Source: an optimization exercise on an open RTL-to-GDS flow (aim: small area, a short achievable clock period and few clock cycles). Production flows keep margins and buffers that such runs may drop.
Function was checked by simulation only, so behaviour that the tests miss may differ from the original.
Power and IR drop assume default switching activity.

===== config.mk =====
export PLATFORM = sky130hd
export DESIGN_NAME = kb_report_encoder
export DESIGN_NICKNAME = kb_report_encoder
export VERILOG_FILES = /design/flow/design.v
export SDC_FILE = /design/flow/constraint.sdc
export NUM_CORES = 4
export LEC_CHECK = 0
export ABC_AREA = 1
export CAP_MARGIN = 20
export CORE_MARGIN = 2
export CORE_UTILIZATION = 55
export SLEW_MARGIN = 20

===== flow/run.sh =====
#!/bin/bash
# The standard layout (standard.sh), with two changes in how it is made:
#  - every input and output port is still buffered, but with a plain buffer
#    cell (buf_1) instead of the resizer's default choice (a delay buffer);
#  - synthesis maps the logic with flow/abc_area.script, an area-oriented ABC
#    script (dc2; dch -f; map -a), in place of ORFS's abc_area.script. The
#    rest of synthesis (synth_recipe.tcl, its registers and names) is unchanged.
set -euo pipefail
here=$(pwd)
rm -rf "$here/scripts_copy"
cp -r "$FLOW_HOME/scripts" "$here/scripts_copy"
cp "$here/flow/abc_area.script" "$here/scripts_copy/abc_area.script"
export SCRIPTS_DIR="$here/scripts_copy"
export BUFFER_PORTS_ARGS="-buffer_cell sky130_fd_sc_hd__buf_1"
bash standard.sh > standard_flow.log 2>&1

===== standard.sh =====
#!/bin/bash
# synth_recipe.tcl (not shown) runs the flow's synth.tcl, then flattens the netlist and writes it again
# the make line also repeats each setting of config.mk as NAME=value (left out here)
make -C /OpenROAD-flow-scripts/flow DESIGN_CONFIG=/design/flow/config.mk WORK_HOME=/design/flow/orfs CLKGATE_MAP_FILE= SYNTH_SCRIPT=/design/flow/synth_recipe.tcl "${@:-finish}"

===== flow/abc_area.script =====
strash
dc2
dch -f
map -a
topo
stime -c
buffer -c
upsize -c
dnsize -c

===== constraint.sdc =====
create_clock -name core_clock -period 5.0 [get_ports {clk}]
set_input_delay 1.0000 -clock core_clock [delete_from_list [all_inputs] [get_ports {clk}]]
set_output_delay 1.0000 -clock core_clock [all_outputs]
set_load 0.01 [all_outputs]

===== design.v =====
module kb_keymap (
    input  wire       layer,
    input  wire [6:0] idx,
    output reg  [7:0] code
);
    always @(*) begin
        case ({layer, idx})
            {1'b0, 7'd0}: code = 8'h29;
            {1'b0, 7'd1}: code = 8'h35;
            {1'b0, 7'd2}: code = 8'h2B;
            {1'b0, 7'd3}: code = 8'h39;
            {1'b0, 7'd4}: code = 8'hE1;
            {1'b0, 7'd5}: code = 8'hE0;
            {1'b0, 7'd6}: code = 8'h3A;
            {1'b0, 7'd7}: code = 8'h1E;
            {1'b0, 7'd8}: code = 8'h14;
            {1'b0, 7'd9}: code = 8'h04;
            {1'b0, 7'd10}: code = 8'h1D;
            {1'b0, 7'd11}: code = 8'hE3;
            {1'b0, 7'd12}: code = 8'h3B;
            {1'b0, 7'd13}: code = 8'h1F;
            {1'b0, 7'd14}: code = 8'h1A;
            {1'b0, 7'd15}: code = 8'h16;
            {1'b0, 7'd16}: code = 8'h1B;
            {1'b0, 7'd17}: code = 8'hE2;
            {1'b0, 7'd18}: code = 8'h3C;
            {1'b0, 7'd19}: code = 8'h20;
            {1'b0, 7'd20}: code = 8'h08;
            {1'b0, 7'd21}: code = 8'h07;
            {1'b0, 7'd22}: code = 8'h06;
            {1'b0, 7'd24}: code = 8'h3D;
            {1'b0, 7'd25}: code = 8'h21;
            {1'b0, 7'd26}: code = 8'h15;
            {1'b0, 7'd27}: code = 8'h09;
            {1'b0, 7'd28}: code = 8'h19;
            {1'b0, 7'd30}: code = 8'h3E;
            {1'b0, 7'd31}: code = 8'h22;
            {1'b0, 7'd32}: code = 8'h17;
            {1'b0, 7'd33}: code = 8'h0A;
            {1'b0, 7'd34}: code = 8'h05;
            {1'b0, 7'd35}: code = 8'h2C;
            {1'b0, 7'd36}: code = 8'h3F;
            {1'b0, 7'd37}: code = 8'h23;
            {1'b0, 7'd38}: code = 8'h1C;
            {1'b0, 7'd39}: code = 8'h0B;
            {1'b0, 7'd40}: code = 8'h11;
            {1'b0, 7'd42}: code = 8'h40;
            {1'b0, 7'd43}: code = 8'h24;
            {1'b0, 7'd44}: code = 8'h18;
            {1'b0, 7'd45}: code = 8'h0D;
            {1'b0, 7'd46}: code = 8'h10;
            {1'b0, 7'd48}: code = 8'h41;
            {1'b0, 7'd49}: code = 8'h25;
            {1'b0, 7'd50}: code = 8'h0C;
            {1'b0, 7'd51}: code = 8'h0E;
            {1'b0, 7'd52}: code = 8'h36;
            {1'b0, 7'd54}: code = 8'h42;
            {1'b0, 7'd55}: code = 8'h26;
            {1'b0, 7'd56}: code = 8'h12;
            {1'b0, 7'd57}: code = 8'h0F;
            {1'b0, 7'd58}: code = 8'h37;
            {1'b0, 7'd59}: code = 8'hE6;
            {1'b0, 7'd60}: code = 8'h43;
            {1'b0, 7'd61}: code = 8'h27;
            {1'b0, 7'd62}: code = 8'h13;
            {1'b0, 7'd63}: code = 8'h33;
            {1'b0, 7'd64}: code = 8'h38;
            {1'b0, 7'd65}: code = 8'hE7;
            {1'b0, 7'd66}: code = 8'h44;
            {1'b0, 7'd67}: code = 8'h2D;
            {1'b0, 7'd68}: code = 8'h2F;
            {1'b0, 7'd69}: code = 8'h34;
            {1'b0, 7'd71}: code = 8'hE4;
            {1'b0, 7'd72}: code = 8'h45;
            {1'b0, 7'd73}: code = 8'h2E;
            {1'b0, 7'd74}: code = 8'h30;
            {1'b0, 7'd77}: code = 8'h50;
            {1'b0, 7'd78}: code = 8'h46;
            {1'b0, 7'd79}: code = 8'h2A;
            {1'b0, 7'd80}: code = 8'h31;
            {1'b0, 7'd81}: code = 8'h28;
            {1'b0, 7'd82}: code = 8'hE5;
            {1'b0, 7'd83}: code = 8'h51;
            {1'b0, 7'd84}: code = 8'h4C;
            {1'b0, 7'd85}: code = 8'h49;
            {1'b0, 7'd88}: code = 8'h52;
            {1'b0, 7'd89}: code = 8'h4F;
            {1'b0, 7'd90}: code = 8'h4A;
            {1'b0, 7'd91}: code = 8'h4B;
            {1'b0, 7'd92}: code = 8'h4E;
            {1'b0, 7'd93}: code = 8'h4D;
            {1'b1, 7'd0}: code = 8'h01;
            {1'b1, 7'd1}: code = 8'h35;
            {1'b1, 7'd2}: code = 8'h2B;
            {1'b1, 7'd3}: code = 8'h39;
            {1'b1, 7'd4}: code = 8'hE5;
            {1'b1, 7'd5}: code = 8'hE0;
            {1'b1, 7'd6}: code = 8'h7F;
            {1'b1, 7'd7}: code = 8'h1E;
            {1'b1, 7'd8}: code = 8'h14;
            {1'b1, 7'd9}: code = 8'h03;
            {1'b1, 7'd10}: code = 8'h1D;
            {1'b1, 7'd11}: code = 8'hE3;
            {1'b1, 7'd12}: code = 8'h80;
            {1'b1, 7'd13}: code = 8'h1F;
            {1'b1, 7'd14}: code = 8'h1A;
            {1'b1, 7'd15}: code = 8'h16;
            {1'b1, 7'd16}: code = 8'h1B;
            {1'b1, 7'd17}: code = 8'hE2;
            {1'b1, 7'd18}: code = 8'h81;
            {1'b1, 7'd19}: code = 8'h20;
            {1'b1, 7'd20}: code = 8'h08;
            {1'b1, 7'd21}: code = 8'h07;
            {1'b1, 7'd24}: code = 8'h74;
            {1'b1, 7'd25}: code = 8'h21;
            {1'b1, 7'd26}: code = 8'h15;
            {1'b1, 7'd27}: code = 8'h09;
            {1'b1, 7'd28}: code = 8'h19;
            {1'b1, 7'd30}: code = 8'h75;
            {1'b1, 7'd31}: code = 8'h22;
            {1'b1, 7'd32}: code = 8'h17;
            {1'b1, 7'd33}: code = 8'h0A;
            {1'b1, 7'd34}: code = 8'h05;
            {1'b1, 7'd36}: code = 8'h76;
            {1'b1, 7'd37}: code = 8'h23;
            {1'b1, 7'd38}: code = 8'h1C;
            {1'b1, 7'd39}: code = 8'h0B;
            {1'b1, 7'd40}: code = 8'h11;
            {1'b1, 7'd42}: code = 8'h77;
            {1'b1, 7'd43}: code = 8'h24;
            {1'b1, 7'd44}: code = 8'h18;
            {1'b1, 7'd45}: code = 8'h0D;
            {1'b1, 7'd46}: code = 8'h10;
            {1'b1, 7'd48}: code = 8'h78;
            {1'b1, 7'd49}: code = 8'h25;
            {1'b1, 7'd50}: code = 8'h0C;
            {1'b1, 7'd51}: code = 8'h0E;
            {1'b1, 7'd52}: code = 8'h36;
            {1'b1, 7'd54}: code = 8'h79;
            {1'b1, 7'd55}: code = 8'h26;
            {1'b1, 7'd56}: code = 8'h12;
            {1'b1, 7'd57}: code = 8'h0F;
            {1'b1, 7'd58}: code = 8'h37;
            {1'b1, 7'd59}: code = 8'hE6;
            {1'b1, 7'd60}: code = 8'h7A;
            {1'b1, 7'd61}: code = 8'h27;
            {1'b1, 7'd62}: code = 8'h13;
            {1'b1, 7'd63}: code = 8'h33;
            {1'b1, 7'd64}: code = 8'h38;
            {1'b1, 7'd65}: code = 8'hE7;
            {1'b1, 7'd66}: code = 8'h7B;
            {1'b1, 7'd67}: code = 8'h2D;
            {1'b1, 7'd68}: code = 8'h2F;
            {1'b1, 7'd69}: code = 8'h34;
            {1'b1, 7'd71}: code = 8'hE4;
            {1'b1, 7'd72}: code = 8'h7C;
            {1'b1, 7'd73}: code = 8'h2E;
            {1'b1, 7'd74}: code = 8'h30;
            {1'b1, 7'd77}: code = 8'h4A;
            {1'b1, 7'd78}: code = 8'h48;
            {1'b1, 7'd79}: code = 8'h2A;
            {1'b1, 7'd80}: code = 8'h31;
            {1'b1, 7'd81}: code = 8'h28;
            {1'b1, 7'd82}: code = 8'hE5;
            {1'b1, 7'd83}: code = 8'h4E;
            {1'b1, 7'd84}: code = 8'h47;
            {1'b1, 7'd85}: code = 8'h49;
            {1'b1, 7'd88}: code = 8'h4B;
            {1'b1, 7'd89}: code = 8'h4D;
            {1'b1, 7'd90}: code = 8'h02;
            {1'b1, 7'd91}: code = 8'h4B;
            {1'b1, 7'd92}: code = 8'h4E;
            {1'b1, 7'd93}: code = 8'h4D;
            default: code = 8'h00;
        endcase
    end
endmodule
module kb_report_encoder (
    input  wire        clk,
    input  wire        rst,
    input  wire        start,
    input  wire [95:0] deb,
    output wire        ready,
    output reg         done,
    output reg  [63:0] report,
    output wire        changed
);
    wire L = deb[95];
    reg        busy;
    reg  [2:0] ph;
    reg  [19:1] pst;     
    reg  [3:1] qst;     
    reg        valid, diffa, diffb;
    wire p0 = ~busy;
    wire active = busy | start;
    wire n0 = (deb[0] & ~L);
    wire n1 = deb[1];
    wire n2 = deb[2];
    wire n3 = deb[3];
    wire n4 = deb[6];
    wire n5 = deb[7];
    wire n6 = deb[8];
    wire n7 = (deb[9] & ~L);
    wire n8 = deb[10];
    wire n9 = deb[12];
    wire n10 = deb[13];
    wire n11 = deb[14];
    wire n12 = deb[15];
    wire n13 = deb[16];
    wire n14 = deb[18];
    wire n15 = deb[19];
    wire n16 = deb[20];
    wire n17 = deb[21];
    wire n18 = (deb[22] & ~L);
    wire n19 = deb[24];
    wire n20 = deb[25];
    wire n21 = deb[26];
    wire n22 = deb[27];
    wire n23 = deb[28];
    wire n24 = deb[30];
    wire n25 = deb[31];
    wire n26 = deb[32];
    wire n27 = deb[33];
    wire n28 = deb[34];
    wire n29 = (deb[35] & ~L);
    wire n30 = deb[36];
    wire n31 = deb[37];
    wire n32 = deb[38];
    wire n33 = deb[39];
    wire n34 = deb[40];
    wire n35 = deb[42];
    wire n36 = deb[43];
    wire n37 = deb[44];
    wire n38 = deb[45];
    wire n39 = deb[46];
    wire n40 = deb[48];
    wire n41 = deb[49];
    wire n42 = deb[50];
    wire n43 = deb[51];
    wire n44 = deb[52];
    wire n45 = deb[54];
    wire n46 = deb[55];
    wire n47 = deb[56];
    wire n48 = deb[57];
    wire n49 = deb[58];
    wire n50 = deb[60];
    wire n51 = deb[61];
    wire n52 = deb[62];
    wire n53 = deb[63];
    wire n54 = deb[64];
    wire n55 = deb[66];
    wire n56 = deb[67];
    wire n57 = deb[68];
    wire n58 = deb[69];
    wire n59 = deb[72];
    wire n60 = deb[73];
    wire n61 = deb[74];
    wire n62 = deb[77];
    wire n63 = deb[78];
    wire n64 = deb[79];
    wire n65 = deb[80];
    wire n66 = deb[81];
    wire n67 = deb[83];
    wire n68 = deb[84];
    wire n69 = deb[85];
    wire n70 = deb[88];
    wire n71 = deb[89];
    wire n72 = (deb[90] & ~L);
    wire n73 = deb[91];
    wire n74 = deb[92];
    wire n75 = deb[93];
    wire gt0 = p0;
    wire m0 = n0 & gt0;
    wire m1 = n1 & (gt0 | (pst[1] & qst[1]));
    wire m2 = n2 & (gt0 | (pst[1] & qst[2]));
    wire m3 = n3 & (gt0 | (pst[1] & qst[3]));
    wire a0 = m0 | m1 | m2 | m3;
    wire d0 = (m0 & m1) | (m0 & m2) | (m0 & m3) | (m1 & m2) | (m1 & m3) | (m2 & m3);
    wire h0 = m0;
    wire h1 = ~m0 & m1;
    wire h2 = ~m0 & ~m1 & m2;
    wire h3 = ~m0 & ~m1 & ~m2 & m3;
    wire af0_1 = m0;
    wire af0_2 = m0 | m1;
    wire af0_3 = m0 | m1 | m2;
    wire lc0_0 = h0 | h1 | h2 | h3;
    wire lc0_1 = h2;
    wire lc0_2 = h1;
    wire lc0_3 = h0 | h2 | h3;
    wire lc0_4 = h1 | h3;
    wire lc0_5 = h0 | h1 | h2 | h3;
    wire lc0_6 = 1'b0;
    wire lc0_7 = 1'b0;
    wire gt1 = (p0 | pst[1]);
    wire m4 = n4 & gt1;
    wire m5 = n5 & (gt1 | (pst[2] & qst[1]));
    wire m6 = n6 & (gt1 | (pst[2] & qst[2]));
    wire m7 = n7 & (gt1 | (pst[2] & qst[3]));
    wire a1 = m4 | m5 | m6 | m7;
    wire d1 = (m4 & m5) | (m4 & m6) | (m4 & m7) | (m5 & m6) | (m5 & m7) | (m6 & m7);
    wire h4 = m4;
    wire h5 = ~m4 & m5;
    wire h6 = ~m4 & ~m5 & m6;
    wire h7 = ~m4 & ~m5 & ~m6 & m7;
    wire af1_1 = m4;
    wire af1_2 = m4 | m5;
    wire af1_3 = m4 | m5 | m6;
    wire lc1_0 = (L & (h4));
    wire lc1_1 = h4 | h5;
    wire lc1_2 = h5 | h6 | h7 | (L & (h4));
    wire lc1_3 = h4 | h5;
    wire lc1_4 = h4 | h5 | h6;
    wire lc1_5 = h4;
    wire lc1_6 = (L & (h4));
    wire lc1_7 = 1'b0;
    wire gt2 = (p0 | pst[2]);
    wire m8 = n8 & gt2;
    wire m9 = n9 & (gt2 | (pst[3] & qst[1]));
    wire m10 = n10 & (gt2 | (pst[3] & qst[2]));
    wire m11 = n11 & (gt2 | (pst[3] & qst[3]));
    wire a2 = m8 | m9 | m10 | m11;
    wire d2 = (m8 & m9) | (m8 & m10) | (m8 & m11) | (m9 & m10) | (m9 & m11) | (m10 & m11);
    wire h8 = m8;
    wire h9 = ~m8 & m9;
    wire h10 = ~m8 & ~m9 & m10;
    wire h11 = ~m8 & ~m9 & ~m10 & m11;
    wire af2_1 = m8;
    wire af2_2 = m8 | m9;
    wire af2_3 = m8 | m9 | m10;
    wire lc2_0 = h8 | h10 | (~L & (h9));
    wire lc2_1 = h10 | h11 | (~L & (h9));
    wire lc2_2 = h8 | h10;
    wire lc2_3 = h8 | h10 | h11 | (~L & (h9));
    wire lc2_4 = h8 | h10 | h11 | (~L & (h9));
    wire lc2_5 = (~L & (h9));
    wire lc2_6 = 1'b0;
    wire lc2_7 = (L & (h9));
    wire gt3 = (p0 | pst[3]);
    wire m12 = n12 & gt3;
    wire m13 = n13 & (gt3 | (pst[4] & qst[1]));
    wire m14 = n14 & (gt3 | (pst[4] & qst[2]));
    wire m15 = n15 & (gt3 | (pst[4] & qst[3]));
    wire a3 = m12 | m13 | m14 | m15;
    wire d3 = (m12 & m13) | (m12 & m14) | (m12 & m15) | (m13 & m14) | (m13 & m15) | (m14 & m15);
    wire h12 = m12;
    wire h13 = ~m12 & m13;
    wire h14 = ~m12 & ~m13 & m14;
    wire h15 = ~m12 & ~m13 & ~m14 & m15;
    wire af3_1 = m12;
    wire af3_2 = m12 | m13;
    wire af3_3 = m12 | m13 | m14;
    wire lc3_0 = h13 | (L & (h14));
    wire lc3_1 = h12 | h13;
    wire lc3_2 = h12 | (~L & (h14));
    wire lc3_3 = h13 | (~L & (h14));
    wire lc3_4 = h12 | h13 | (~L & (h14));
    wire lc3_5 = h15 | (~L & (h14));
    wire lc3_6 = 1'b0;
    wire lc3_7 = (L & (h14));
    wire gt4 = (p0 | pst[4]);
    wire m16 = n16 & gt4;
    wire m17 = n17 & (gt4 | (pst[5] & qst[1]));
    wire m18 = n18 & (gt4 | (pst[5] & qst[2]));
    wire m19 = n19 & (gt4 | (pst[5] & qst[3]));
    wire a4 = m16 | m17 | m18 | m19;
    wire d4 = (m16 & m17) | (m16 & m18) | (m16 & m19) | (m17 & m18) | (m17 & m19) | (m18 & m19);
    wire h16 = m16;
    wire h17 = ~m16 & m17;
    wire h18 = ~m16 & ~m17 & m18;
    wire h19 = ~m16 & ~m17 & ~m18 & m19;
    wire af4_1 = m16;
    wire af4_2 = m16 | m17;
    wire af4_3 = m16 | m17 | m18;
    wire lc4_0 = h17 | (~L & (h19));
    wire lc4_1 = h17 | h18;
    wire lc4_2 = h17 | h18 | h19;
    wire lc4_3 = h16 | (~L & (h19));
    wire lc4_4 = h19;
    wire lc4_5 = h19;
    wire lc4_6 = (L & (h19));
    wire lc4_7 = 1'b0;
    wire gt5 = (p0 | pst[5]);
    wire m20 = n20 & gt5;
    wire m21 = n21 & (gt5 | (pst[6] & qst[1]));
    wire m22 = n22 & (gt5 | (pst[6] & qst[2]));
    wire m23 = n23 & (gt5 | (pst[6] & qst[3]));
    wire a5 = m20 | m21 | m22 | m23;
    wire d5 = (m20 & m21) | (m20 & m22) | (m20 & m23) | (m21 & m22) | (m21 & m23) | (m22 & m23);
    wire h20 = m20;
    wire h21 = ~m20 & m21;
    wire h22 = ~m20 & ~m21 & m22;
    wire h23 = ~m20 & ~m21 & ~m22 & m23;
    wire af5_1 = m20;
    wire af5_2 = m20 | m21;
    wire af5_3 = m20 | m21 | m22;
    wire lc5_0 = h20 | h21 | h22 | h23;
    wire lc5_1 = 1'b0;
    wire lc5_2 = h21;
    wire lc5_3 = h22 | h23;
    wire lc5_4 = h21 | h23;
    wire lc5_5 = h20;
    wire lc5_6 = 1'b0;
    wire lc5_7 = 1'b0;
    wire gt6 = (p0 | pst[6]);
    wire m24 = n24 & gt6;
    wire m25 = n25 & (gt6 | (pst[7] & qst[1]));
    wire m26 = n26 & (gt6 | (pst[7] & qst[2]));
    wire m27 = n27 & (gt6 | (pst[7] & qst[3]));
    wire a6 = m24 | m25 | m26 | m27;
    wire d6 = (m24 & m25) | (m24 & m26) | (m24 & m27) | (m25 & m26) | (m25 & m27) | (m26 & m27);
    wire h24 = m24;
    wire h25 = ~m24 & m25;
    wire h26 = ~m24 & ~m25 & m26;
    wire h27 = ~m24 & ~m25 & ~m26 & m27;
    wire af6_1 = m24;
    wire af6_2 = m24 | m25;
    wire af6_3 = m24 | m25 | m26;
    wire lc6_0 = h26 | (L & (h24));
    wire lc6_1 = h25 | h26 | h27 | (~L & (h24));
    wire lc6_2 = h24 | h26;
    wire lc6_3 = h27 | (~L & (h24));
    wire lc6_4 = h24 | h26;
    wire lc6_5 = h24 | h25;
    wire lc6_6 = (L & (h24));
    wire lc6_7 = 1'b0;
    wire gt7 = (p0 | pst[7]);
    wire m28 = n28 & gt7;
    wire m29 = n29 & (gt7 | (pst[8] & qst[1]));
    wire m30 = n30 & (gt7 | (pst[8] & qst[2]));
    wire m31 = n31 & (gt7 | (pst[8] & qst[3]));
    wire a7 = m28 | m29 | m30 | m31;
    wire d7 = (m28 & m29) | (m28 & m30) | (m28 & m31) | (m29 & m30) | (m29 & m31) | (m30 & m31);
    wire h28 = m28;
    wire h29 = ~m28 & m29;
    wire h30 = ~m28 & ~m29 & m30;
    wire h31 = ~m28 & ~m29 & ~m30 & m31;
    wire af7_1 = m28;
    wire af7_2 = m28 | m29;
    wire af7_3 = m28 | m29 | m30;
    wire lc7_0 = h28 | h31 | (~L & (h30));
    wire lc7_1 = h30 | h31;
    wire lc7_2 = h28 | h29 | h30;
    wire lc7_3 = h29 | (~L & (h30));
    wire lc7_4 = h30;
    wire lc7_5 = h29 | h30 | h31;
    wire lc7_6 = (L & (h30));
    wire lc7_7 = 1'b0;
    wire gt8 = (p0 | pst[8]);
    wire m32 = n32 & gt8;
    wire m33 = n33 & (gt8 | (pst[9] & qst[1]));
    wire m34 = n34 & (gt8 | (pst[9] & qst[2]));
    wire m35 = n35 & (gt8 | (pst[9] & qst[3]));
    wire a8 = m32 | m33 | m34 | m35;
    wire d8 = (m32 & m33) | (m32 & m34) | (m32 & m35) | (m33 & m34) | (m33 & m35) | (m34 & m35);
    wire h32 = m32;
    wire h33 = ~m32 & m33;
    wire h34 = ~m32 & ~m33 & m34;
    wire h35 = ~m32 & ~m33 & ~m34 & m35;
    wire af8_1 = m32;
    wire af8_2 = m32 | m33;
    wire af8_3 = m32 | m33 | m34;
    wire lc8_0 = h33 | h34 | (L & (h35));
    wire lc8_1 = h33 | (L & (h35));
    wire lc8_2 = h32 | (L & (h35));
    wire lc8_3 = h32 | h33;
    wire lc8_4 = h32 | h34 | (L & (h35));
    wire lc8_5 = (L & (h35));
    wire lc8_6 = h35;
    wire lc8_7 = 1'b0;
    wire gt9 = (p0 | pst[9]);
    wire m36 = n36 & gt9;
    wire m37 = n37 & (gt9 | (pst[10] & qst[1]));
    wire m38 = n38 & (gt9 | (pst[10] & qst[2]));
    wire m39 = n39 & (gt9 | (pst[10] & qst[3]));
    wire a9 = m36 | m37 | m38 | m39;
    wire d9 = (m36 & m37) | (m36 & m38) | (m36 & m39) | (m37 & m38) | (m37 & m39) | (m38 & m39);
    wire h36 = m36;
    wire h37 = ~m36 & m37;
    wire h38 = ~m36 & ~m37 & m38;
    wire h39 = ~m36 & ~m37 & ~m38 & m39;
    wire af9_1 = m36;
    wire af9_2 = m36 | m37;
    wire af9_3 = m36 | m37 | m38;
    wire lc9_0 = h38;
    wire lc9_1 = 1'b0;
    wire lc9_2 = h36 | h38;
    wire lc9_3 = h37 | h38;
    wire lc9_4 = h37 | h39;
    wire lc9_5 = h36;
    wire lc9_6 = 1'b0;
    wire lc9_7 = 1'b0;
    wire gt10 = (p0 | pst[10]);
    wire m40 = n40 & gt10;
    wire m41 = n41 & (gt10 | (pst[11] & qst[1]));
    wire m42 = n42 & (gt10 | (pst[11] & qst[2]));
    wire m43 = n43 & (gt10 | (pst[11] & qst[3]));
    wire a10 = m40 | m41 | m42 | m43;
    wire d10 = (m40 & m41) | (m40 & m42) | (m40 & m43) | (m41 & m42) | (m41 & m43) | (m42 & m43);
    wire h40 = m40;
    wire h41 = ~m40 & m41;
    wire h42 = ~m40 & ~m41 & m42;
    wire h43 = ~m40 & ~m41 & ~m42 & m43;
    wire af10_1 = m40;
    wire af10_2 = m40 | m41;
    wire af10_3 = m40 | m41 | m42;
    wire lc10_0 = h41 | (~L & (h40));
    wire lc10_1 = h43;
    wire lc10_2 = h41 | h42 | h43;
    wire lc10_3 = h42 | h43 | (L & (h40));
    wire lc10_4 = (L & (h40));
    wire lc10_5 = h41 | (L & (h40));
    wire lc10_6 = h40;
    wire lc10_7 = 1'b0;
    wire gt11 = (p0 | pst[11]);
    wire m44 = n44 & gt11;
    wire m45 = n45 & (gt11 | (pst[12] & qst[1]));
    wire m46 = n46 & (gt11 | (pst[12] & qst[2]));
    wire m47 = n47 & (gt11 | (pst[12] & qst[3]));
    wire a11 = m44 | m45 | m46 | m47;
    wire d11 = (m44 & m45) | (m44 & m46) | (m44 & m47) | (m45 & m46) | (m45 & m47) | (m46 & m47);
    wire h44 = m44;
    wire h45 = ~m44 & m45;
    wire h46 = ~m44 & ~m45 & m46;
    wire h47 = ~m44 & ~m45 & ~m46 & m47;
    wire af11_1 = m44;
    wire af11_2 = m44 | m45;
    wire af11_3 = m44 | m45 | m46;
    wire lc11_0 = (L & (h45));
    wire lc11_1 = h44 | h46 | h47 | (~L & (h45));
    wire lc11_2 = h44 | h46;
    wire lc11_3 = (L & (h45));
    wire lc11_4 = h44 | h47 | (L & (h45));
    wire lc11_5 = h44 | h46 | (L & (h45));
    wire lc11_6 = h45;
    wire lc11_7 = 1'b0;
    wire gt12 = (p0 | pst[12]);
    wire m48 = n48 & gt12;
    wire m49 = n49 & (gt12 | (pst[13] & qst[1]));
    wire m50 = n50 & (gt12 | (pst[13] & qst[2]));
    wire m51 = n51 & (gt12 | (pst[13] & qst[3]));
    wire a12 = m48 | m49 | m50 | m51;
    wire d12 = (m48 & m49) | (m48 & m50) | (m48 & m51) | (m49 & m50) | (m49 & m51) | (m50 & m51);
    wire h48 = m48;
    wire h49 = ~m48 & m49;
    wire h50 = ~m48 & ~m49 & m50;
    wire h51 = ~m48 & ~m49 & ~m50 & m51;
    wire af12_1 = m48;
    wire af12_2 = m48 | m49;
    wire af12_3 = m48 | m49 | m50;
    wire lc12_0 = h48 | h49 | h51 | (~L & (h50));
    wire lc12_1 = h48 | h49 | h50 | h51;
    wire lc12_2 = h48 | h49 | h51;
    wire lc12_3 = h48 | (L & (h50));
    wire lc12_4 = h49 | (L & (h50));
    wire lc12_5 = h49 | h51 | (L & (h50));
    wire lc12_6 = h50;
    wire lc12_7 = 1'b0;
    wire gt13 = (p0 | pst[13]);
    wire m52 = n52 & gt13;
    wire m53 = n53 & (gt13 | (pst[14] & qst[1]));
    wire m54 = n54 & (gt13 | (pst[14] & qst[2]));
    wire m55 = n55 & (gt13 | (pst[14] & qst[3]));
    wire a13 = m52 | m53 | m54 | m55;
    wire d13 = (m52 & m53) | (m52 & m54) | (m52 & m55) | (m53 & m54) | (m53 & m55) | (m54 & m55);
    wire h52 = m52;
    wire h53 = ~m52 & m53;
    wire h54 = ~m52 & ~m53 & m54;
    wire h55 = ~m52 & ~m53 & ~m54 & m55;
    wire af13_1 = m52;
    wire af13_2 = m52 | m53;
    wire af13_3 = m52 | m53 | m54;
    wire lc13_0 = h52 | h53 | (L & (h55));
    wire lc13_1 = h52 | h53 | (L & (h55));
    wire lc13_2 = (~L & (h55));
    wire lc13_3 = h54 | (L & (h55));
    wire lc13_4 = h52 | h53 | h54 | (L & (h55));
    wire lc13_5 = h53 | h54 | (L & (h55));
    wire lc13_6 = h55;
    wire lc13_7 = 1'b0;
    wire gt14 = (p0 | pst[14]);
    wire m56 = n56 & gt14;
    wire m57 = n57 & (gt14 | (pst[15] & qst[1]));
    wire m58 = n58 & (gt14 | (pst[15] & qst[2]));
    wire m59 = n59 & (gt14 | (pst[15] & qst[3]));
    wire a14 = m56 | m57 | m58 | m59;
    wire d14 = (m56 & m57) | (m56 & m58) | (m56 & m59) | (m57 & m58) | (m57 & m59) | (m58 & m59);
    wire h56 = m56;
    wire h57 = ~m56 & m57;
    wire h58 = ~m56 & ~m57 & m58;
    wire h59 = ~m56 & ~m57 & ~m58 & m59;
    wire af14_1 = m56;
    wire af14_2 = m56 | m57;
    wire af14_3 = m56 | m57 | m58;
    wire lc14_0 = h56 | h57 | (~L & (h59));
    wire lc14_1 = h57;
    wire lc14_2 = h56 | h57 | h58 | h59;
    wire lc14_3 = h56 | h57 | (L & (h59));
    wire lc14_4 = h58 | (L & (h59));
    wire lc14_5 = h56 | h57 | h58 | (L & (h59));
    wire lc14_6 = h59;
    wire lc14_7 = 1'b0;
    wire gt15 = (p0 | pst[15]);
    wire m60 = n60 & gt15;
    wire m61 = n61 & (gt15 | (pst[16] & qst[1]));
    wire m62 = n62 & (gt15 | (pst[16] & qst[2]));
    wire m63 = n63 & (gt15 | (pst[16] & qst[3]));
    wire a15 = m60 | m61 | m62 | m63;
    wire d15 = (m60 & m61) | (m60 & m62) | (m60 & m63) | (m61 & m62) | (m61 & m63) | (m62 & m63);
    wire h60 = m60;
    wire h61 = ~m60 & m61;
    wire h62 = ~m60 & ~m61 & m62;
    wire h63 = ~m60 & ~m61 & ~m62 & m63;
    wire af15_1 = m60;
    wire af15_2 = m60 | m61;
    wire af15_3 = m60 | m61 | m62;
    wire lc15_0 = 1'b0;
    wire lc15_1 = h60 | (~L & (h63)) | (L & (h62));
    wire lc15_2 = h60 | (~L & (h63));
    wire lc15_3 = h60 | (L & (h62 | h63));
    wire lc15_4 = h61 | (~L & (h62));
    wire lc15_5 = h60 | h61;
    wire lc15_6 = h62 | h63;
    wire lc15_7 = 1'b0;
    wire gt16 = (p0 | pst[16]);
    wire m64 = n64 & gt16;
    wire m65 = n65 & (gt16 | (pst[17] & qst[1]));
    wire m66 = n66 & (gt16 | (pst[17] & qst[2]));
    wire m67 = n67 & (gt16 | (pst[17] & qst[3]));
    wire a16 = m64 | m65 | m66 | m67;
    wire d16 = (m64 & m65) | (m64 & m66) | (m64 & m67) | (m65 & m66) | (m65 & m67) | (m66 & m67);
    wire h64 = m64;
    wire h65 = ~m64 & m65;
    wire h66 = ~m64 & ~m65 & m66;
    wire h67 = ~m64 & ~m65 & ~m66 & m67;
    wire af16_1 = m64;
    wire af16_2 = m64 | m65;
    wire af16_3 = m64 | m65 | m66;
    wire lc16_0 = h65 | (~L & (h67));
    wire lc16_1 = h64 | (L & (h67));
    wire lc16_2 = (L & (h67));
    wire lc16_3 = h64 | h66 | (L & (h67));
    wire lc16_4 = h65 | (~L & (h67));
    wire lc16_5 = h64 | h65 | h66;
    wire lc16_6 = h67;
    wire lc16_7 = 1'b0;
    wire gt17 = (p0 | pst[17]);
    wire m68 = n68 & gt17;
    wire m69 = n69 & (gt17 | (pst[18] & qst[1]));
    wire m70 = n70 & (gt17 | (pst[18] & qst[2]));
    wire m71 = n71 & (gt17 | (pst[18] & qst[3]));
    wire a17 = m68 | m69 | m70 | m71;
    wire d17 = (m68 & m69) | (m68 & m70) | (m68 & m71) | (m69 & m70) | (m69 & m71) | (m70 & m71);
    wire h68 = m68;
    wire h69 = ~m68 & m69;
    wire h70 = ~m68 & ~m69 & m70;
    wire h71 = ~m68 & ~m69 & ~m70 & m71;
    wire af17_1 = m68;
    wire af17_2 = m68 | m69;
    wire af17_3 = m68 | m69 | m70;
    wire lc17_0 = h69 | h71 | (L & (h68 | h70));
    wire lc17_1 = h70 | (~L & (h71)) | (L & (h68));
    wire lc17_2 = h68 | h71;
    wire lc17_3 = h69 | h71 | (~L & (h68)) | (L & (h70));
    wire lc17_4 = (~L & (h70));
    wire lc17_5 = 1'b0;
    wire lc17_6 = h68 | h69 | h70 | h71;
    wire lc17_7 = 1'b0;
    wire gt18 = (p0 | pst[18]);
    wire m72 = n72 & gt18;
    wire m73 = n73 & (gt18 | (1'b1 & qst[1]));
    wire m74 = n74 & (gt18 | (1'b1 & qst[2]));
    wire m75 = n75 & (gt18 | (1'b1 & qst[3]));
    wire a18 = m72 | m73 | m74 | m75;
    wire d18 = (m72 & m73) | (m72 & m74) | (m72 & m75) | (m73 & m74) | (m73 & m75) | (m74 & m75);
    wire h72 = m72;
    wire h73 = ~m72 & m73;
    wire h74 = ~m72 & ~m73 & m74;
    wire h75 = ~m72 & ~m73 & ~m74 & m75;
    wire af18_1 = m72;
    wire af18_2 = m72 | m73;
    wire af18_3 = m72 | m73 | m74;
    wire lc18_0 = h73 | h75;
    wire lc18_1 = h72 | h73 | h74;
    wire lc18_2 = h74 | h75;
    wire lc18_3 = h72 | h73 | h74 | h75;
    wire lc18_4 = 1'b0;
    wire lc18_5 = 1'b0;
    wire lc18_6 = h72 | h73 | h74 | h75;
    wire lc18_7 = 1'b0;
    reg  [18:0] pin;   
    integer s_, d_;
    always @(*) begin
        pin = {a18,a17,a16,a15,a14,a13,a12,a11,a10,a9,a8,a7,a6,a5,a4,a3,a2,a1,a0};
        for (d_ = 1; d_ < 19; d_ = d_ * 2)
            for (s_ = 18; s_ >= 0; s_ = s_ - 1)
                if ((s_ / d_) % 2 == 1) pin[s_] = pin[s_] | pin[(s_ / d_) * d_ - 1];
    end
    wire [19:0] P = {pin, 1'b0};   
    wire any = P[19];
    wire r0 = a0 & ~P[0];
    wire r1 = a1 & ~P[1];
    wire r2 = a2 & ~P[2];
    wire r3 = a3 & ~P[3];
    wire r4 = a4 & ~P[4];
    wire r5 = a5 & ~P[5];
    wire r6 = a6 & ~P[6];
    wire r7 = a7 & ~P[7];
    wire r8 = a8 & ~P[8];
    wire r9 = a9 & ~P[9];
    wire r10 = a10 & ~P[10];
    wire r11 = a11 & ~P[11];
    wire r12 = a12 & ~P[12];
    wire r13 = a13 & ~P[13];
    wire r14 = a14 & ~P[14];
    wire r15 = a15 & ~P[15];
    wire r16 = a16 & ~P[16];
    wire r17 = a17 & ~P[17];
    wire r18 = a18 & ~P[18];
    wire [7:0] code;
    assign code[0] = (r0 & lc0_0) | (r1 & lc1_0) | (r2 & lc2_0) | (r3 & lc3_0) | (r4 & lc4_0) | (r5 & lc5_0) | (r6 & lc6_0) | (r7 & lc7_0) | (r8 & lc8_0) | (r9 & lc9_0) | (r10 & lc10_0) | (r11 & lc11_0) | (r12 & lc12_0) | (r13 & lc13_0) | (r14 & lc14_0) | (r15 & lc15_0) | (r16 & lc16_0) | (r17 & lc17_0) | (r18 & lc18_0);
    assign code[1] = (r0 & lc0_1) | (r1 & lc1_1) | (r2 & lc2_1) | (r3 & lc3_1) | (r4 & lc4_1) | (r5 & lc5_1) | (r6 & lc6_1) | (r7 & lc7_1) | (r8 & lc8_1) | (r9 & lc9_1) | (r10 & lc10_1) | (r11 & lc11_1) | (r12 & lc12_1) | (r13 & lc13_1) | (r14 & lc14_1) | (r15 & lc15_1) | (r16 & lc16_1) | (r17 & lc17_1) | (r18 & lc18_1);
    assign code[2] = (r0 & lc0_2) | (r1 & lc1_2) | (r2 & lc2_2) | (r3 & lc3_2) | (r4 & lc4_2) | (r5 & lc5_2) | (r6 & lc6_2) | (r7 & lc7_2) | (r8 & lc8_2) | (r9 & lc9_2) | (r10 & lc10_2) | (r11 & lc11_2) | (r12 & lc12_2) | (r13 & lc13_2) | (r14 & lc14_2) | (r15 & lc15_2) | (r16 & lc16_2) | (r17 & lc17_2) | (r18 & lc18_2);
    assign code[3] = (r0 & lc0_3) | (r1 & lc1_3) | (r2 & lc2_3) | (r3 & lc3_3) | (r4 & lc4_3) | (r5 & lc5_3) | (r6 & lc6_3) | (r7 & lc7_3) | (r8 & lc8_3) | (r9 & lc9_3) | (r10 & lc10_3) | (r11 & lc11_3) | (r12 & lc12_3) | (r13 & lc13_3) | (r14 & lc14_3) | (r15 & lc15_3) | (r16 & lc16_3) | (r17 & lc17_3) | (r18 & lc18_3);
    assign code[4] = (r0 & lc0_4) | (r1 & lc1_4) | (r2 & lc2_4) | (r3 & lc3_4) | (r4 & lc4_4) | (r5 & lc5_4) | (r6 & lc6_4) | (r7 & lc7_4) | (r8 & lc8_4) | (r9 & lc9_4) | (r10 & lc10_4) | (r11 & lc11_4) | (r12 & lc12_4) | (r13 & lc13_4) | (r14 & lc14_4) | (r15 & lc15_4) | (r16 & lc16_4) | (r17 & lc17_4) | (r18 & lc18_4);
    assign code[5] = (r0 & lc0_5) | (r1 & lc1_5) | (r2 & lc2_5) | (r3 & lc3_5) | (r4 & lc4_5) | (r5 & lc5_5) | (r6 & lc6_5) | (r7 & lc7_5) | (r8 & lc8_5) | (r9 & lc9_5) | (r10 & lc10_5) | (r11 & lc11_5) | (r12 & lc12_5) | (r13 & lc13_5) | (r14 & lc14_5) | (r15 & lc15_5) | (r16 & lc16_5) | (r17 & lc17_5) | (r18 & lc18_5);
    assign code[6] = (r0 & lc0_6) | (r1 & lc1_6) | (r2 & lc2_6) | (r3 & lc3_6) | (r4 & lc4_6) | (r5 & lc5_6) | (r6 & lc6_6) | (r7 & lc7_6) | (r8 & lc8_6) | (r9 & lc9_6) | (r10 & lc10_6) | (r11 & lc11_6) | (r12 & lc12_6) | (r13 & lc13_6) | (r14 & lc14_6) | (r15 & lc15_6) | (r16 & lc16_6) | (r17 & lc17_6) | (r18 & lc18_6);
    assign code[7] = (r0 & lc0_7) | (r1 & lc1_7) | (r2 & lc2_7) | (r3 & lc3_7) | (r4 & lc4_7) | (r5 & lc5_7) | (r6 & lc6_7) | (r7 & lc7_7) | (r8 & lc8_7) | (r9 & lc9_7) | (r10 & lc10_7) | (r11 & lc11_7) | (r12 & lc12_7) | (r13 & lc13_7) | (r14 & lc14_7) | (r15 & lc15_7) | (r16 & lc16_7) | (r17 & lc17_7) | (r18 & lc18_7);
    wire qn1 = (r0 & af0_1) | (r1 & af1_1) | (r2 & af2_1) | (r3 & af3_1) | (r4 & af4_1) | (r5 & af5_1) | (r6 & af6_1) | (r7 & af7_1) | (r8 & af8_1) | (r9 & af9_1) | (r10 & af10_1) | (r11 & af11_1) | (r12 & af12_1) | (r13 & af13_1) | (r14 & af14_1) | (r15 & af15_1) | (r16 & af16_1) | (r17 & af17_1) | (r18 & af18_1);
    wire qn2 = (r0 & af0_2) | (r1 & af1_2) | (r2 & af2_2) | (r3 & af3_2) | (r4 & af4_2) | (r5 & af5_2) | (r6 & af6_2) | (r7 & af7_2) | (r8 & af8_2) | (r9 & af9_2) | (r10 & af10_2) | (r11 & af11_2) | (r12 & af12_2) | (r13 & af13_2) | (r14 & af14_2) | (r15 & af15_2) | (r16 & af16_2) | (r17 & af17_2) | (r18 & af18_2);
    wire qn3 = (r0 & af0_3) | (r1 & af1_3) | (r2 & af2_3) | (r3 & af3_3) | (r4 & af4_3) | (r5 & af5_3) | (r6 & af6_3) | (r7 & af7_3) | (r8 & af8_3) | (r9 & af9_3) | (r10 & af10_3) | (r11 & af11_3) | (r12 & af12_3) | (r13 & af13_3) | (r14 & af14_3) | (r15 & af15_3) | (r16 & af16_3) | (r17 & af17_3) | (r18 & af18_3);
    wire tb1_1 = a0 | a1;
    wire tb2_1 = (a0 & a1);
    wire tb1_2 = a2 | a3;
    wire tb2_2 = (a2 & a3);
    wire tb1_3 = a4 | a5;
    wire tb2_3 = (a4 & a5);
    wire tb1_4 = a6 | a7;
    wire tb2_4 = (a6 & a7);
    wire tb1_5 = a8 | a9;
    wire tb2_5 = (a8 & a9);
    wire tb1_6 = a10 | a11;
    wire tb2_6 = (a10 & a11);
    wire tb1_7 = a12 | a13;
    wire tb2_7 = (a12 & a13);
    wire tb1_8 = a14 | a15;
    wire tb2_8 = (a14 & a15);
    wire tb1_9 = a16 | a17;
    wire tb2_9 = (a16 & a17);
    wire tb1_10 = tb1_1 | tb1_2;
    wire tb2_10 = (tb1_1 & tb1_2) | tb2_1 | tb2_2;
    wire tb1_11 = tb1_3 | tb1_4;
    wire tb2_11 = (tb1_3 & tb1_4) | tb2_3 | tb2_4;
    wire tb1_12 = tb1_5 | tb1_6;
    wire tb2_12 = (tb1_5 & tb1_6) | tb2_5 | tb2_6;
    wire tb1_13 = tb1_7 | tb1_8;
    wire tb2_13 = (tb1_7 & tb1_8) | tb2_7 | tb2_8;
    wire tb1_14 = tb1_9 | a18;
    wire tb2_14 = (tb1_9 & a18) | tb2_9;
    wire tb1_15 = tb1_10 | tb1_11;
    wire tb2_15 = (tb1_10 & tb1_11) | tb2_10 | tb2_11;
    wire tb1_16 = tb1_12 | tb1_13;
    wire tb2_16 = (tb1_12 & tb1_13) | tb2_12 | tb2_13;
    wire tb1_17 = tb1_15 | tb1_16;
    wire tb2_17 = (tb1_15 & tb1_16) | tb2_15 | tb2_16;
    wire tb1_18 = tb1_17 | tb1_14;
    wire tb2_18 = (tb1_17 & tb1_14) | tb2_17 | tb2_14;
    wire more = tb2_18 | d0 | d1 | d2 | d3 | d4 | d5 | d6 | d7 | d8 | d9 | d10 | d11 | d12 | d13 | d14 | d15 | d16 | d17 | d18;
    wire [7:0] mods = ({8{deb[4]}} & (L ? 8'h20 : 8'h02)) | ({8{deb[5]}} & 8'h01) | ({8{deb[11]}} & 8'h08) | ({8{deb[17]}} & 8'h04) | ({8{deb[59]}} & 8'h40) | ({8{deb[65]}} & 8'h80) | ({8{deb[71]}} & 8'h10) | ({8{deb[82]}} & 8'h20);
    wire any9 = deb[10] | deb[12] | deb[13] | deb[14] | deb[15] | deb[16] | deb[18] | deb[19] | deb[20] | deb[21] | deb[24] | deb[25] | deb[26] | deb[27] | deb[28] | deb[30] | deb[31] | deb[32] | deb[33] | deb[34] | deb[36] | deb[37] | deb[38] | deb[39] | deb[40] | deb[42] | deb[43] | deb[44] | deb[45] | deb[46] | deb[48] | deb[49] | deb[50] | deb[51] | deb[52] | deb[54] | deb[55] | deb[56] | deb[57] | deb[58] | deb[60] | deb[61] | deb[62] | deb[63] | deb[64] | deb[66] | deb[67] | deb[68] | deb[69] | deb[72] | deb[73] | deb[74] | deb[77] | deb[78] | deb[79] | deb[80] | deb[81] | deb[83] | deb[84] | deb[85] | deb[88] | deb[89] | deb[91] | deb[92] | deb[93];
    wire any90 = deb[91] | deb[92] | deb[93];
    wire sent = L & (deb[0] | deb[9] | deb[90]);
    wire [7:0] sbyte = deb[90] ? (any90 ? 8'h01 : 8'h02) :
                       deb[9]  ? (any9  ? 8'h01 : 8'h03) : 8'h01;
    wire [2:0] phe = p0 ? 3'd0 : ph;
    wire ovf    = more & (phe == 3'd5);
    wire fill   = (p0 & sent) | ovf;
    wire [7:0] fb = ovf ? 8'h01 : sbyte;
    wire finish = fill | ~more;
    wire [7:0] old [0:5];
    reg  [5:0] en;
    reg  [7:0] d [0:5];
    integer s;
    always @(*) begin
        for (s = 0; s < 6; s = s + 1) begin
            en[s] = fill | (phe == s) | (finish & (phe < s));
            d[s]  = fill ? fb : ((phe == s) ? code : 8'h00);
        end
    end
    genvar gs;
    generate for (gs = 0; gs < 6; gs = gs + 1) begin : G_OLD
        assign old[gs] = report[16 + 8*gs +: 8];
    end endgenerate
    wire dmods = (mods != report[7:0]);
    reg  [7:0] old_ph;    
    reg  dfill, dzero, old_not01;
    always @(*) begin
        old_ph = 8'h00; dfill = 1'b0; dzero = 1'b0; old_not01 = 1'b0;
        for (s = 0; s < 6; s = s + 1) begin
            old_ph    = old_ph | ({8{phe == s}} & old[s]);
            dfill     = dfill | (old[s] != fb);
            dzero     = dzero | ((phe < s) & (old[s] != 8'h00));
            old_not01 = old_not01 | ((phe == s) & (old[s] != 8'h01));
        end
    end
    reg  [7:0] xr;
    reg        chg_r;
    wire xdiff = |xr;
    wire cmpen = ~fill & ~(p0 & ~valid);
    wire enow = (p0 & dmods) | (fill ? dfill : (finish & dzero));
    wire nz   = (mods != 8'h00) | sent | any;
    wire chg_fin = ovf ? (diffb | old_not01) :
                   p0  ? (valid ? enow : nz) : (diffa | xdiff | enow);
    assign changed = chg_r | xdiff;
    assign ready = ~busy;
    always @(posedge clk) begin
        if (rst) begin
            busy  <= 1'b0;
            done  <= 1'b0;
            valid <= 1'b0;
        end else begin
            done <= active & finish;
            busy <= active & ~finish;
            if (active & p0) valid <= 1'b1;
        end
        ph  <= phe + 3'd1;
        pst <= P[19:1];
        qst <= {qn3,qn2,qn1};
        xr  <= (active & cmpen) ? (code ^ old_ph) : 8'h00;
        if (active) begin
            if (p0) report[7:0] <= mods;
            for (s = 0; s < 6; s = s + 1)
                if (en[s]) report[16 + 8*s +: 8] <= d[s];
            report[15:8] <= 8'h00;
            chg_r <= chg_fin;
            diffa <= p0 ? (valid ? enow : 1'b1) : (diffa | xdiff | enow);
            diffb <= p0 ? (valid ? (dmods | old_not01) : 1'b1) : (diffb | old_not01);
        end
    end
endmodule

==> results of run 1 <==
==> power groups by stage <==
stage	Combinational (mW)	Sequential, mW	Clock, mW
finish	0.512	0.930	0.719
global route	0.549	0.933	0.731
CTS	0.491	0.926	0.717
detailed placement	0.488	0.944	0
global placement	0.483	0.942	0
floorplan	0.287	0.943	0
==> stage by stage <==
stage	power, mW	hold WS (ps)	setup slack (ps)
6_report	2.16	502	318
3_3_place_gp	1.42	456	380
4_1_cts	2.13	504	597
5_1_grt	2.21	547	230
3_5_place_dp	1.43	486	308
2_1_floorplan	1.23	440	1110
==> layout make-up <==
class	instances	area share
clock inverters	7	0.00880
multi-input cells	830	0.487
flip-flops and latches	94	0.272
repair buffers	174	0.0834
clock buffers	9	0.0248
inverters	239	0.0997
well taps	180	0.0248
==> cells in the final DEF, fill, tap and decap left out, types with 9 or more instances in the layout <==
master	instances
a2111oi_0	10
a21oi_1	78
a221oi_1	11
a22oi_1	16
buf_1	146
buf_4	28
clkbuf_16	9
dfxtp_1	35
edfxtp_1	59
inv_1	209
inv_2	26
nand2_1	141
nand3_1	40
nand4_1	24
nor2_1	219
nor2_2	15
nor2_4	15
nor3_1	45
nor4_1	27
o21ai_0	49
o21ai_1	9
o22ai_1	22
==> path summary, 6_finish.rpt <==
kind / from / depth (start not counted) / endpoint / slack, ps
hold reg to reg: valid / 2 / valid / 500
hold / removal: valid / 2 / valid / 500
setup / recovery: qst[3] / 20 / report[35] / 320
setup reg to reg: qst[3] / 20 / report[35] / 320
==> cell families after synthesis <==
logic type / count (synthesis) / synth area share
buffers and inverters: 259 / 0.131
XOR/XNOR: 4 / 0.00443
other: 1 / 0.000474
AND/OR/NAND/NOR: 541 / 0.317
adder cells (fa/ha/maj): 4 / 0.00633
flip-flops: 94 / 0.313
AO/OA/AOI/OAI: 273 / 0.228
==> layer usage <==
metal | wire (um) | share of wire | global-route usage
met1 | 13300 | 0.39 | 0.610
met2 | 14300 | 0.42 | 0.653
met3 | 5300 | 0.16 | 0.139
met4 | 1150 | 0.034 | 0.143
met5 | 12 | 0.00035 | 0
==> registers in the layout (all words and copies together), names as in the netlist <==
| signal | cells |
|---|---|
| busy | 1 |
| chg_r | 1 |
| diffa | 1 |
| diffb | 1 |
| done | 1 |
| ph | 3 |
| pst | 18 |
| qst | 3 |
| report | 56 |
| valid | 1 |
| xr | 8 |
==> worst max-delay path, delay by kind of cell (launching register included) <==
family	cells	cell delay (ps)
buf+inv	6	700
compound gates	4	1550
simple gates	10	1110
flops	1	1010
==> metrics.md, run 1 <==
| Metric | Value |
|---|---|
| CTS tree | yes |
| CTS H-tree lvls | 3 |
| Layout Area Growth over Synthesis | 15.0% |
| # fillers | about 1,300 |
| Crit path launch type | register |
| Clk buf depth | 2 |
| Status | finished clean |
| Routability cong. | 1.15 |
| Fin nets | 1,451 |
| Hold WC Path Type | reg -> reg |
| Post-Synthesis Cells | 1,176 |
| First-pass GRT wire length | 48,800 um |
| Number of global-route vias before repair | 8,569 |
| Initial antenna violation count | 1 |
| Sequential Area | 2470 sq um |
| Routed Antenna Nets | 0 |
| Chip width | 124 um |
| # rows | 43 |
| Min Tclk post-route | around 4700 ps |
| Congestion Overflow GR | 0 |
| Post-DP HPWL | ~28,000 um |
| Main synth FF type | edfxtp_1 |
| TritonCTS Buffers | 9 |
| Slew Limit Fails | 0 |
| Diode count | 0 |
| Area of the multi-input gates | 4430 sq um |
| Drt wl/cell | 22.2 um |
| Sequential element share of the synthesized area | 0.313 |
| Clock Power Share | 0.333 |
| Post-synth EDFFs | 59 |
| Largest net degree at the start of global routing | 22 |
| Cells along the critical path | inv_1 > a21oi_1 > inv_1 > nor2_1 > inv_1 > nand2_1 > nor2_1 > inv_2 > nor2_2 > nand2_2 > nor2_1 > inv_1 > nor2_1 > inv_2 > nor2_1 > a311oi_1 > nand4_1 > a2111o_1 > a2111oi_4 > nor2_1 |
| Psw | 0.779 mW |
| Async set-or-reset flop fraction in the synthesized netlist | 0 |
| Core area | 14,000 sq um |
| Max VDD drop | 0.000200 V |
| Relative slew slack | 0.308 |
| Vias per inst | 6.36 |
| Int Power | 1.38 mW |
| CP endpoint kind | register |
| GRT Total Usage | 0.440 |
| Initial Utilization | 0.565 |
| Placed cells | 1,517 |
| Drt first pass iters | 8 |
| TNS Setup | 0 ps |
| CP dominant cell by count | nor2_1 |
| Yosys cell types | 63 |
| CP Max Fanout | 18 |
| Worst Skew | 16.6 ps |
| DR vias | 9,750 |
| Slew @ Worst Pin | 1040 ps |
| Syn_area_per_cell | 6.73 sq um |
| Final hold viol count | 0 |
| Port Buffers | 146 |
| Leakage Power | 3.84 nW |
| Pwr/cell area | about 240 nW/um^2 |
| Fin util | 0.650 |
| Maxcap violations | 0 |
| Clk sinks | 94 |
| Commonest cells in the synthesized netlist | nor2_1, inv_1, nand2_1 |
| F_max | 214 MHz |
| Most frequent cell after synthesis | nor2_1 |
| Residual DRC | 0 |
| Final Non-Filler Cells | 1,533 |
| Comb power frac | 0.237 |
| Root buf cell | clkbuf_16 |
| Sequential share of power | 0.430 |
| RSZ-0062 raised after global routing | false |
| Area post-placement | 8790 sq um |
| Setup Viol. Count Final | 0 |
| Post-CTS Setup Inserts | 0 |
| CTS Hold Buffers Added | 0 |
| I/O pin total | 166 |
| Critical path class | reg -> reg |
| Crit share post-route | 0.936 |
| Synth warn | 2 |
| Top cells by area, synth | edfxtp_1, nor2_1, inv_1 |
| Clock Latency Late Sink | 380 ps |
| Layout cells sized above 1 | 0.0931 |
| Synth Cell Area | 7910 sq um |
| Cells resized by post-CTS repair | 0 |
| Worst Path Required | 5100 ps |
| Final Cell Area | 9100 sq um |
| Die area | between 15,000 and 20,000 sq um |
| Slowest CP cell | dfxtp_1 |
| Die height | around 120 um |
| Net Sw Frac | 0.361 |
| Clk slew on worst S/H paths | 90 ps |
| Synthesized flop and latch total | 94 |
| Area leader, netlist | edfxtp_1 |
| Drt total wl | between 30,000 and 40,000 um |
| Critical Path Max Stage Delay | 1010 ps |
| 1st-iter DRT viols | 1,517 |
| WP data arrival | 4780 ps |
| Yosys top cell area share | 0.224 |
Testbench counts, summed over its fixed seeds: cycles 5,590.
==> inputs of run 2 (changes only) <==
==> run.sh (new file) <==
#!/bin/bash
# synth_recipe.tcl (not shown) runs the flow's synth.tcl, then flattens the netlist and writes it again
# the make line also repeats each setting of config.mk as NAME=value (left out here)
make -C /OpenROAD-flow-scripts/flow DESIGN_CONFIG=/design/flow/config.mk WORK_HOME=/design/flow/orfs CLKGATE_MAP_FILE= SYNTH_SCRIPT=/design/flow/synth_recipe.tcl finish
removed: flow/run.sh
removed: flow/abc_area.script
removed: standard.sh
==> run 2 against run 1 <==
Against the previous run: combinational power increased by about 20%; cell area is 16% higher; sequential power about the same; power rose by 4.1%; global-route usage down 5.0 points; first-iteration DRC count down 24%; critical path type is now in -> reg.
==> metrics.md, run 2 <==
| Metric | Value |
|---|---|
| Status | finished clean |
| Leading registers by flop count | report: 56 flops, pst: 18 flops, xr: 8 flops |
| Clock Latency Late Sink | 370 ps (about the same) |
| Routability cong. | 1.10 (-4.2%) |
| Sequential element share of the synthesized area | 0.288 (-0.0249) |
| Sequential Area | 2470 sq um (unchanged) |
| Post-Synthesis Cells | 1,399 (+19%) |
| Area leader, netlist | edfxtp_1 |
| CP endpoint | report[37] |
| Synth Cell Area | 8600 sq um (+8.7%) |
| Largest net degree at the start of global routing | 27 (+23%) |
| CP endpoint kind | register |
| Max reg flops | 56 (unchanged) |
| Hold WS | 516 ps (+13.8 ps) |
| Synthesized flop and latch total | 94 (unchanged) |
| R2R Setup Slk | 990 ps (+670 ps) |
| Congestion Overflow GR | 0 (unchanged) |
| Most flops, register | report |
| Area post-placement | 10,300 sq um (+17%) |
| Commonest cells in the synthesized netlist | nand2_1, nor2_1, inv_1 |
| Simple-gate portion of the synthesized area | 0.462 (+0.145) |
| GRT Total Usage | 0.391 (-0.0498) |
| Port Buffers | 146 (unchanged) |
| Layout cells sized above 1 | 0.0804 (-0.0127) |
| Synth warn | 2 (unchanged) |
| Reg2reg end | report[37] |
| Clk buf depth | 2 (unchanged) |
| Cells resized by post-CTS repair | 0 (unchanged) |
| Core area | 15,300 sq um (+9.1%) |
| Yosys top cell area share | 0.206 (-0.0179) |
| Die height | 129 um (+4.1%) |
| Worst Path Required | 4980 ps (-120 ps) |
| Hold WC Path Type | reg -> reg |
| Leakage Power | 5.05 nW (+31%) |
| Initial Utilization | 0.563 (-0.00213) |
| # fillers | 1,424 (+9.5%) |
| F_max | 225 MHz (+5.5%) |
| RSZ-0062 raised after global routing | false |
| First-pass GRT wire length | 49,300 um (+1.0%) |
| CTS tree | yes |
| Post-synth EDFFs | 59 (unchanged) |
| Initial antenna violation count | 0 (-1) |
| Clk sinks | 94 (unchanged) |
| Area of the multi-input gates | 5180 sq um (+17%) |
| Hold Path Stages | 1 (-1) |
| Maxcap violations | 0 (unchanged) |
| Drt first pass iters | 6 (-2) |
| Async set-or-reset flop fraction in the synthesized netlist | 0 (unchanged) |
| Syn_area_per_cell | 6.14 sq um (-8.7%) |
| Fin nets | 1,652 (+14%) |
| Fin util | 0.692 (+0.0412) |
| Drt total wl | 32,500 um (-4.6%) |
| Final Cell Area | 10,600 sq um (+16%) |
| Crit path launch type | input pin |
| TritonCTS Buffers | 9 (unchanged) |
| DR vias | 10,100 (+4.1%) |
| Yosys cell types | 58 (-7.9%) |
| Slew Limit Fails | 0 (unchanged) |
| Slew @ Worst Pin | 1110 ps (+74.2 ps) |
| Relative slew slack | 0.260 (-0.0485) |
| Post-CTS Setup Inserts | 0 (unchanged) |
| # rows | 45 (+4.7%) |
| I/O pin total | 166 (unchanged) |
| Main synth FF type | edfxtp_1 |
| Synth Area in Compound Gates | 0.120 (-0.108) |
| Critical path class | in -> reg |
| Vias per inst | 5.75 (-9.6%) |
| Max VDD drop | 0.000187 V (-6.6%) |
| Crit share post-route | 0.887 (-0.0490) |
| Number of global-route vias before repair | 9,432 (+10%) |
| Chip width | 129 um (+4.1%) |
| CTS Hold Buffers Added | 0 (unchanged) |
| CTS H-tree lvls | 3 (unchanged) |
| WP data arrival | 4420 ps (-360 ps) |
| Placed cells | 1,749 (+15%) |
| Xor and xnor area share after synthesis | 0.0112 (+0.00678) |
| Diode count | 0 (unchanged) |
| Min Tclk post-route | 4440 ps (-245 ps) |
| Residual DRC | 0 (unchanged) |
| Crit. Startpoint | deb[95] |
| Worst Skew | 18.5 ps (+1.91 ps) |
| Worst slack at placement | 306 ps (-1.73 ps) |
| Post-DP HPWL | 26,400 um (-5.4%) |
| Layout Area Growth over Synthesis | 22.8% |
| Most frequent cell after synthesis | nand2_1 |
| Largest family of logic cells by synthesized area | simple AND/OR/NAND/NOR gates |
| Die area | 16,600 sq um (+8.4%) |
| Clk slew on worst S/H paths | 70 ps (-20 ps) |
| CP Max Fanout | 8 (-10) |
| Drt wl/cell | 18.4 um (-17%) |
| 1st-iter DRT viols | 1,147 (-24%) |
| Final Non-Filler Cells | 1,765 (+15%) |
| Highest-count cells in the layout ignoring fill and taps | nand2_1, nor2_1, inv_1 |
| Pwr/cell area | 213 nW/um^2 (-10%) |
| Root buf cell | clkbuf_16 |
| Routed Antenna Nets | 0 (unchanged) |
| Top cells by area, synth | edfxtp_1, nand2_1, nor2_1 |
| Final worst setup slack | 563 ps (+245 ps) |
| Post-synthesis adder-cell area fraction | 0.00582 (-0.000505) |
| Cells on worst reg2reg path | 16 (-20%) |
| Pwr Total | 2.25 mW (+4.1%) |
| Most common cell after layout, fill and taps aside | nand2_1 |
| Mux share of post-synthesis cell area | 0 (unchanged) |
| Setup Viol. Count Final | 0 (unchanged) |
| TNS Setup | 0 ps (unchanged) |
| Reg2Reg Launch Point | qst[2] |
| Final hold viol count | 0 (unchanged) |
-- run 2: changes by cell type after synthesis, moves of 11 or more --
cell     change
nand2_2     +14
nand2_1    +292
nor2_2      +12
a21oi_1     -44
a22oi_1     -16
nand3_1     +11
inv_1       -15
o22ai_1     -14
inv_2       -13
-- run 2: where the power goes --
part           total (mW)  switching (mW)  internal [mW]
Combinational       0.613           0.376          0.237
Clock               0.706           0.357          0.350
Sequential          0.929          0.0485          0.880
-- run 2: worst min path at each step --
stage	startpoint	end	slack (ps)
floorplan	ph[0]	ph[0]	450
global placement	ph[0]	ph[0]	490
detailed placement	ph[0]	ph[0]	510
CTS	ph[0]	ph[0]	520
global route	ph[0]	ph[0]	540
finish	ph[0]	ph[0]	520
-- run 2: final cells by class --
class / instances / share of cell area
Tap cell: 211 / 0.0250
Inverter: 209 / 0.0748
Clock inverter: 7 / 0.00628
Sequential cell: 94 / 0.234
Clock buffer: 9 / 0.0213
Multi-Input combinational cell: 1077 / 0.491
Timing Repair Buffer: 158 / 0.147
-- run 2: worst max-delay path: stages --
cell             delay (ps)
clkdlybuf4s50_1         550
inv_1                   170
nand2_1                 110
inv_1                    40
nand2_1                  70
nand2_1                  80
nor2_1                  170
nand2_2                 160
nor2_2                  280
nand2_4                 190
nor2_8                  190
nor2_2                   50
nor2_2                  110
nand2_2                 110
nand2_1                 160
a21oi_1                  80
a21oi_1                 860
-- run 2: routing by layer --
layer | wire [um] | GRT usage
met3 | 4520 | 0.120
met2 | 14300 | 0.607
met5 | 0 | 0
met1 | 12500 | 0.515
met4 | 1100 | 0.146
-- run 2: kinds of logic after synthesis --
logic type | after synthesis
simple gates | 891
buf+inv | 235
compound gates | 163
flops | 94
xor+xnor | 11
fa+ha+maj | 4
other cells | 1
==> inputs of run 3 (changes only) <==
==> flow/run.sh (new file) <==
#!/bin/bash
# The standard layout (standard.sh), with every input and output port still
# buffered, but with a plain buffer cell (buf_1) instead of the resizer's
# default choice (a delay buffer, clkdlybuf4s50_1).
set -euo pipefail
export BUFFER_PORTS_ARGS="-buffer_cell sky130_fd_sc_hd__buf_1"
bash standard.sh > standard_flow.log 2>&1
==> standard.sh (new file) <==
#!/bin/bash
# synth_recipe.tcl (not shown) runs the flow's synth.tcl, then flattens the netlist and writes it again
# the make line also repeats each setting of config.mk as NAME=value (left out here)
make -C /OpenROAD-flow-scripts/flow DESIGN_CONFIG=/design/flow/config.mk WORK_HOME=/design/flow/orfs CLKGATE_MAP_FILE= SYNTH_SCRIPT=/design/flow/synth_recipe.tcl "${@:-finish}"
--- a/config.mk
+++ b/config.mk
@@ -10,3 +10,4 @@
 export CORE_MARGIN = 2
 export CORE_UTILIZATION = 55
+export SETUP_SLACK_MARGIN = 0.8
 export SLEW_MARGIN = 20
removed: run.sh
==> run 3 against run 2 <==
Against the previous run: hold slack worse by 9.1 ps; global-route usage is 0.64 points lower; cell area is 8.9% lower; clock-buffer cell count stayed put; clock skew is 7.0 ps lower; sequential power hardly changed; setup slack better by 430 ps; synthesized cell count stayed put; largest power group unchanged.
==> metrics.md, run 3 <==
| Metric | Value |
|---|---|
| Status | finished clean |
| CTS tree | yes |
| Relative slew slack | 0.284 (+0.0242) |
| Slew Limit Fails | 0 (unchanged) |
| Setup Viol. Count Final | 0 (unchanged) |
| Drt first pass iters | 5 (-1) |
| Post-Synthesis Cells | 1,399 (unchanged) |
| Clk slew on worst S/H paths | 80 ps (about the same) |
| Synth Cell Area | 8600 sq um (unchanged) |
| First-pass GRT wire length | 48,300 um (-1.9%) |
| Main synth FF type | edfxtp_1 |
| Drt wl/cell | 18.4 um (about the same) |
| Final hold viol count | 0 (unchanged) |
| Yosys top cell area share | 0.206 (unchanged) |
| Routed Antenna Nets | 0 (unchanged) |
| Cells resized by post-CTS repair | 0 (unchanged) |
| Area leader, netlist | edfxtp_1 |
| Most frequent cell after synthesis | nand2_1 |
| Fin nets | 1,650 (-0.12%) |
| DR vias | 10,100 (-0.020%) |
| Congestion Overflow GR | 0 (unchanged) |
| Yosys cell types | 58 (unchanged) |
| Initial Utilization | 0.563 (unchanged) |
| Most Used Layer, Global Route | met2 |
| Number of global-route vias before repair | 8,982 (-4.8%) |
| Root buf cell | clkbuf_16 |
| Critical path class | reg -> reg |
| Met1 Usage GRT | 0.538 (+0.0237) |
| Initial antenna violation count | 0 (unchanged) |
| Leading registers by flop count | report: 56 flops, pst: 18 flops, xr: 8 flops |
| Post-CTS Setup Inserts | 0 (unchanged) |
| TNS Setup | 0 ps (unchanged) |
| Met2 Usage GRT | 0.599 (-0.00871) |
| TritonCTS Buffers | 9 (unchanged) |
| Crit path launch type | register |
| Maxcap violations | 0 (unchanged) |
| Post-synth EDFFs | 59 (unchanged) |
| Diode count | 0 (unchanged) |
| CTS Hold Buffers Added | 0 (unchanged) |
| Layout cells sized above 1 | 0.0786 (-0.00183) |
| CP endpoint kind | register |
| Fin util | 0.630 (-0.0613) |
| CTS H-tree lvls | 3 (unchanged) |
| I/O pin total | 166 (unchanged) |
| CP Max Fanout | 26 (+18) |
| WP data arrival | 3990 ps (-430 ps) |
| Hold WC Path Type | reg -> reg |
| RSZ-0062 raised after global routing | false |
| Synth warn | 2 (unchanged) |
run 3: layer usage:
layer	vias to the layer above	wire length, um
met5	-	0
met2	625	14100
met4	0	892
li1	4807	-
met3	80	3660
met1	4633	13800
run 3: cells by family (layout without fill, tap and decap cells):
| kind of cell | Yosys count | count (layout) | synth area share |
|---|---|---|---|
| buf+inv | 235 | 381 | 0.113 |
| compound gates | 163 | 163 | 0.120 |
| fa+ha+maj | 4 | 4 | 0.00582 |
| flops | 94 | 94 | 0.288 |
| xor+xnor | 11 | 11 | 0.0112 |
| other cells | 1 | 8 | 0.000436 |
| simple gates | 891 | 891 | 0.462 |
run 3: power by group:
| group | switching [mW] | total [mW] | internal (mW) |
|---|---|---|---|
| sequential | 0.0491 | 0.929 | 0.880 |
| clock | 0.358 | 0.709 | 0.351 |
| combinational | 0.376 | 0.523 | 0.147 |
| total | 0.783 | 2.16 | 1.38 |
run 3: final timing paths:
| path | to | from | cells after the start | slack, ps |
|---|---|---|---|---|
| min reg2reg | ph[0] | ph[0] | 1 | 510 |
| min | ph[0] | ph[0] | 1 | 510 |
| max | report[45] | busy | 17 | 990 |
| max reg2reg | report[45] | busy | 17 | 990 |
run 3: cell type report:
type / instances / area (sq um)
Fill cell: 1573 / 5640
Multi-Input combinational cell: 1077 / 5180
Sequential cell: 94 / 2470
Inverter: 209 / 790
Timing Repair Buffer: 156 / 623
Tap cell: 211 / 264
Clock buffer: 9 / 225
Clock inverter: 7 / 62.6
run 3: critical path, cell delays in order (launching register included):
cell and delay, ps:
dfxtp_1 400, buf_4 370, nand2_1 130, nand2_1 210
nand2_1 170, nor2_1 220, nand2_1 150, nor2_1 220
nand2_2 110, nand2_1 80, nand2_1 60, inv_1 60
nand2_1 50, nor2_1 140, nand2_2 150, nand2_1 170
a21oi_1 90, a21oi_1 830
run 3: metrics by stage:
| step | power, mW | hold slack (ps) | worst slack (ps) | std cells | instance area, sq um |
|---|---|---|---|---|---|
| 2_1_floorplan | 1.26 | 453 | 1230 | 1406 | 8620 |
| 3_3_place_gp | 1.44 | 488 | 824 | 1747 | 9330 |
| 3_5_place_dp | 1.45 | 488 | 776 | 1747 | 9330 |
| 4_1_cts | 2.14 | 505 | 1110 | 1763 | 9620 |
| 5_1_grt | 2.24 | 544 | 834 | 1763 | 9620 |
| 6_report | 2.16 | 507 | 994 | 1763 | 9620 |

## port drivers added, routing unchanged
No port has a modelled driver above. Below, the same layouts with a new extraction and two added sets of constraints.
Step 1: set_driving_cell puts a clkbuf_16 on clk and a buf_2 on each other input, an assumption about the parent block.
Step 2 also shifts input and output timing later by t, the mid clock arrival at the registers, as if the neighbouring blocks saw the same clock.
Slacks: ideal / step 1 / step 2; pairs: ideal / step 1.
| run | t, ns | setup slack, ns |
|---|---|---|
| run 1 | 0.418 | 0.318 / 0.318 / 0.125 |
| run 2 | 0.406 | 0.563 / 0.586 / 0.180 |
| run 3 | 0.406 | 0.994 / 0.994 / 0.680 |
After both steps setup and hold are still met in every run listed.
